Background: an optimization exercise with open tools, aiming at small area. Do not read the settings as production practice. Function was checked by simulation only, so behaviour that the tests miss may differ from the original. No driver is modelled on the clock port, so clock power and skew are understated where the tree is cut down; a real chip needs a root buffer or a tree. Power and IR drop assume default switching activity.

## rc5_decoder
module rc5_decoder (
    input  wire        clk,
    input  wire        rst,           
    input  wire        req_valid,
    input  wire [35:0] req,
    input  wire [31:0] LOW_BOUND,
    input  wire [31:0] HIGH_BOUND,
    output wire [16:0] rsp,
    output wire        available,
    output wire        evt_en,
    output wire        tick_clr
);
    reg        p1, p0;
    reg [13:0] shn;                  
    wire [31:0] ticks = req[31:0];
    wire [15:0] w     = req[15:0];
    wire        o2    = req[35];
    wire        o1    = req[34];
    wire        o0    = req[33];
    wire [32:1] lc, hc;
    wire t_n0;
    rc5_inv   u_ti0 (.a(ticks[0]), .y(t_n0));
    rc5_nor2  u_lc0 (.a(t_n0), .b(LOW_BOUND[0]), .y(lc[1]));    
    rc5_nand2 u_hc0 (.a(t_n0), .b(HIGH_BOUND[0]), .y(hc[1]));    
    wire t_n1, l_nor1, l_nand1, h_nor1, h_nand1;
    rc5_inv   u_ti1 (.a(ticks[1]), .y(t_n1));
    rc5_nor2  u_lo1 (.a(t_n1), .b(LOW_BOUND[1]), .y(l_nor1));
    rc5_nand2 u_la1 (.a(t_n1), .b(LOW_BOUND[1]), .y(l_nand1));
    rc5_nor2  u_ho1 (.a(t_n1), .b(HIGH_BOUND[1]), .y(h_nor1));
    rc5_nand2 u_ha1 (.a(t_n1), .b(HIGH_BOUND[1]), .y(h_nand1));
    rc5_o21ai u_lc1 (.a1(l_nor1), .a2(lc[1]), .b1(l_nand1), .y(lc[2]));
    rc5_o21ai u_hc1 (.a1(h_nor1), .a2(hc[1]), .b1(h_nand1), .y(hc[2]));
    wire t_n2;
    rc5_inv   u_ti2 (.a(ticks[2]), .y(t_n2));
    rc5_maj3  u_lc2 (.a(t_n2), .b(LOW_BOUND[2]), .c(lc[2]), .y(lc[3]));
    rc5_maj3  u_hc2 (.a(t_n2), .b(HIGH_BOUND[2]), .c(hc[2]), .y(hc[3]));
    wire t_n3;
    rc5_inv   u_ti3 (.a(ticks[3]), .y(t_n3));
    rc5_maj3  u_lc3 (.a(t_n3), .b(LOW_BOUND[3]), .c(lc[3]), .y(lc[4]));
    rc5_maj3  u_hc3 (.a(t_n3), .b(HIGH_BOUND[3]), .c(hc[3]), .y(hc[4]));
    wire t_n4;
    rc5_inv   u_ti4 (.a(ticks[4]), .y(t_n4));
    rc5_maj3  u_lc4 (.a(t_n4), .b(LOW_BOUND[4]), .c(lc[4]), .y(lc[5]));
    rc5_maj3  u_hc4 (.a(t_n4), .b(HIGH_BOUND[4]), .c(hc[4]), .y(hc[5]));
    wire t_n5;
    rc5_inv   u_ti5 (.a(ticks[5]), .y(t_n5));
    rc5_maj3  u_lc5 (.a(t_n5), .b(LOW_BOUND[5]), .c(lc[5]), .y(lc[6]));
    rc5_maj3  u_hc5 (.a(t_n5), .b(HIGH_BOUND[5]), .c(hc[5]), .y(hc[6]));
    wire lb_n6, hb_n6, l_and6, l_or6, h_and6, h_or6;
  ...
Size in the first run: about 120 I/O pins.
==> flow/config.mk <==
export PLATFORM = sky130hd
export DESIGN_NAME = rc5_decoder
export DESIGN_NICKNAME = rc5_decoder
export VERILOG_FILES = /design/flow/design.v
export SDC_FILE = /design/flow/constraint.sdc
export NUM_CORES = 4
export LEC_CHECK = 0
export CAP_MARGIN = 0
export CORE_MARGIN = 2
export CORE_UTILIZATION = 40
export SETUP_SLACK_MARGIN = -1.0
export SLEW_MARGIN = 0
export SYNTH_HIERARCHICAL = 1
export SYNTH_MINIMUM_KEEP_SIZE = 0
==> flow/constraint.sdc <==
create_clock -name core_clock -period 8.0 [get_ports {clk}]
set_input_delay 1.6000 -clock core_clock [delete_from_list [all_inputs] [get_ports {clk}]]
set_output_delay 1.6000 -clock core_clock [all_outputs]
set_load 0.01 [all_outputs]
standard.sh (not shown) runs the stock make flow with config.mk's settings and CLKGATE_MAP_FILE= SYNTH_SCRIPT=/design/flow/synth_recipe.tcl, a recipe that flattens the netlist after the stock synthesis.
==> flow/flow/run.sh <==
#!/bin/bash
# The standard layout (standard.sh, standard synthesis script), with:
#  * DONT_USE_CELLS: the platform's list plus the larger drive strengths of
#    the logic cells (flow/dont_use.txt), so that synthesis maps the
#    single-gate modules of the RTL to the smallest cells;
#  * port buffers of the smallest buffer cell (buf_1) instead of the cell
#    buffer_ports picks by default;
#  * a clock tree of clkbuf_4 cells, one sink cluster and no dummy loads.
# The whole output of the flow goes to standard_flow.log; ORFS keeps each
# step's log under orfs/logs/.
set -euo pipefail
here=$(cd "$(dirname "$0")" && pwd)
DONT_USE=$(cat "$here/dont_use.txt")
CTS="-sink_clustering_enable -repair_clock_nets -dont_use_dummy_load"
CTS="$CTS -buf_list sky130_fd_sc_hd__clkbuf_4 -root_buf sky130_fd_sc_hd__clkbuf_4"
CTS="$CTS -sink_clustering_buffer sky130_fd_sc_hd__clkbuf_4"
CTS="$CTS -sink_clustering_size 30 -sink_clustering_max_diameter 300"
bash standard.sh "DONT_USE_CELLS=$DONT_USE" \
    "BUFFER_PORTS_ARGS=-buffer_cell sky130_fd_sc_hd__buf_1" \
    "CTS_ARGS=$CTS" finish > standard_flow.log 2>&1
Other scripts of this flow, unchanged in this note and not shown: flow/flow/dont_use.txt
Rerun with:
--- a/flow/flow/run.sh
+++ b/flow/flow/run.sh
@@ -6,5 +6,7 @@
 #  * port buffers of the smallest buffer cell (buf_1) instead of the cell
 #    buffer_ports picks by default;
-#  * a clock tree of clkbuf_4 cells, one sink cluster and no dummy loads.
+#  * a clock tree of clkbuf_4 cells, one sink cluster and no dummy loads,
+#    which flow/post_cts.tcl (run at the end of the CTS step) collapses to
+#    its root buffer, sized to clkbuf_8, driving all 16 registers.
 # The whole output of the flow goes to standard_flow.log; ORFS keeps each
 # step's log under orfs/logs/.
@@ -18,3 +20,3 @@
 bash standard.sh "DONT_USE_CELLS=$DONT_USE" \
     "BUFFER_PORTS_ARGS=-buffer_cell sky130_fd_sc_hd__buf_1" \
-    "CTS_ARGS=$CTS" finish > standard_flow.log 2>&1
+    "CTS_ARGS=$CTS" "POST_CTS_TCL=$here/post_cts.tcl" finish > standard_flow.log 2>&1
==> flow/flow/post_cts.tcl (new file) <==
# Run by the CTS step after clock_tree_synthesis (POST_CTS_TCL): collapse
# the two-level clock tree built for these 16 registers to its root
# buffer, sized up to clkbuf_8, which then drives every register.
set db    [ord::get_db]
set block [ord::get_db_block]
set clk_port_net [$block findNet clk]
set roots {}
foreach it [$clk_port_net getITerms] {
  lappend roots [$it getInst]
}
if { [llength $roots] == 1 } {
  set root [lindex $roots 0]
  set root_net [[$root findITerm X] getNet]
  set leaves {}
  foreach it [$root_net getITerms] {
    set inst [$it getInst]
    if { [$it isInputSignal] && [string match "*clkbuf*" [[$inst getMaster] getName]] } {
      lappend leaves $inst
    }
  }
  foreach inst $leaves {
    set leaf_net [[$inst findITerm X] getNet]
    set sinks {}
    foreach s [$leaf_net getITerms] {
      if { [$s isInputSignal] } { lappend sinks $s }
    }
    foreach s $sinks {
      $s disconnect
      $s connect $root_net
    }
    puts "post_cts: removed [$inst getName] ([[$inst getMaster] getName]), [llength $sinks] sinks moved to [$root_net getName]"
    odb::dbInst_destroy $inst
    odb::dbNet_destroy $leaf_net
  }
  $root swapMaster [$db findMaster sky130_fd_sc_hd__clkbuf_8]
  puts "post_cts: root [$root getName] is now [[$root getMaster] getName]"
  detailed_placement
  check_placement -verbose
  estimate_parasitics -placement
  report_clock_skew
  report_worst_slack -max
  report_worst_slack -min
} else {
  puts "post_cts: clock port drives [llength $roots] cells, left as it is"
}
Effect: The new run produced a clean layout. Die area is unchanged. Clock-buffer cell count came out lower by 2. Register-to-register slack stays flat. Wire length barely changes. Cell area came out lower by 0.38%. Power came out lower by 4.0%.

[port drivers added, routing unchanged]
The flow's constraints put no driver on any port. The routed layouts listed below were extracted and timed again, unchanged, in two steps. Step 1 assumes that a clkbuf_16 drives the clock port and a buf_2 every other input. Step 2, shift: input delay + t, output delay - t, t = (earliest + latest rising clock arrival at the registers) / 2. This alone moves slack from input paths to output paths. a / b / c = ideal ports / drivers / drivers and shift; a / b = the first two.
run | shift t [ns] | setup WS [ns] | latest minus earliest clock arrival (ns) | pins driven straight from the clock port
the first run | 0.288 | 0.443 / 0.428 / 0.140 | 0.013 / 0.013 | 1
the second run | 0.168 | 0.335 / 0.323 / 0.155 | 0.002 / 0.002 | 1
After both steps every run listed still meets setup and hold. The setup slack of the first run, which loses most, moves by -0.015 ns with the drivers and by -0.303 ns with both steps.
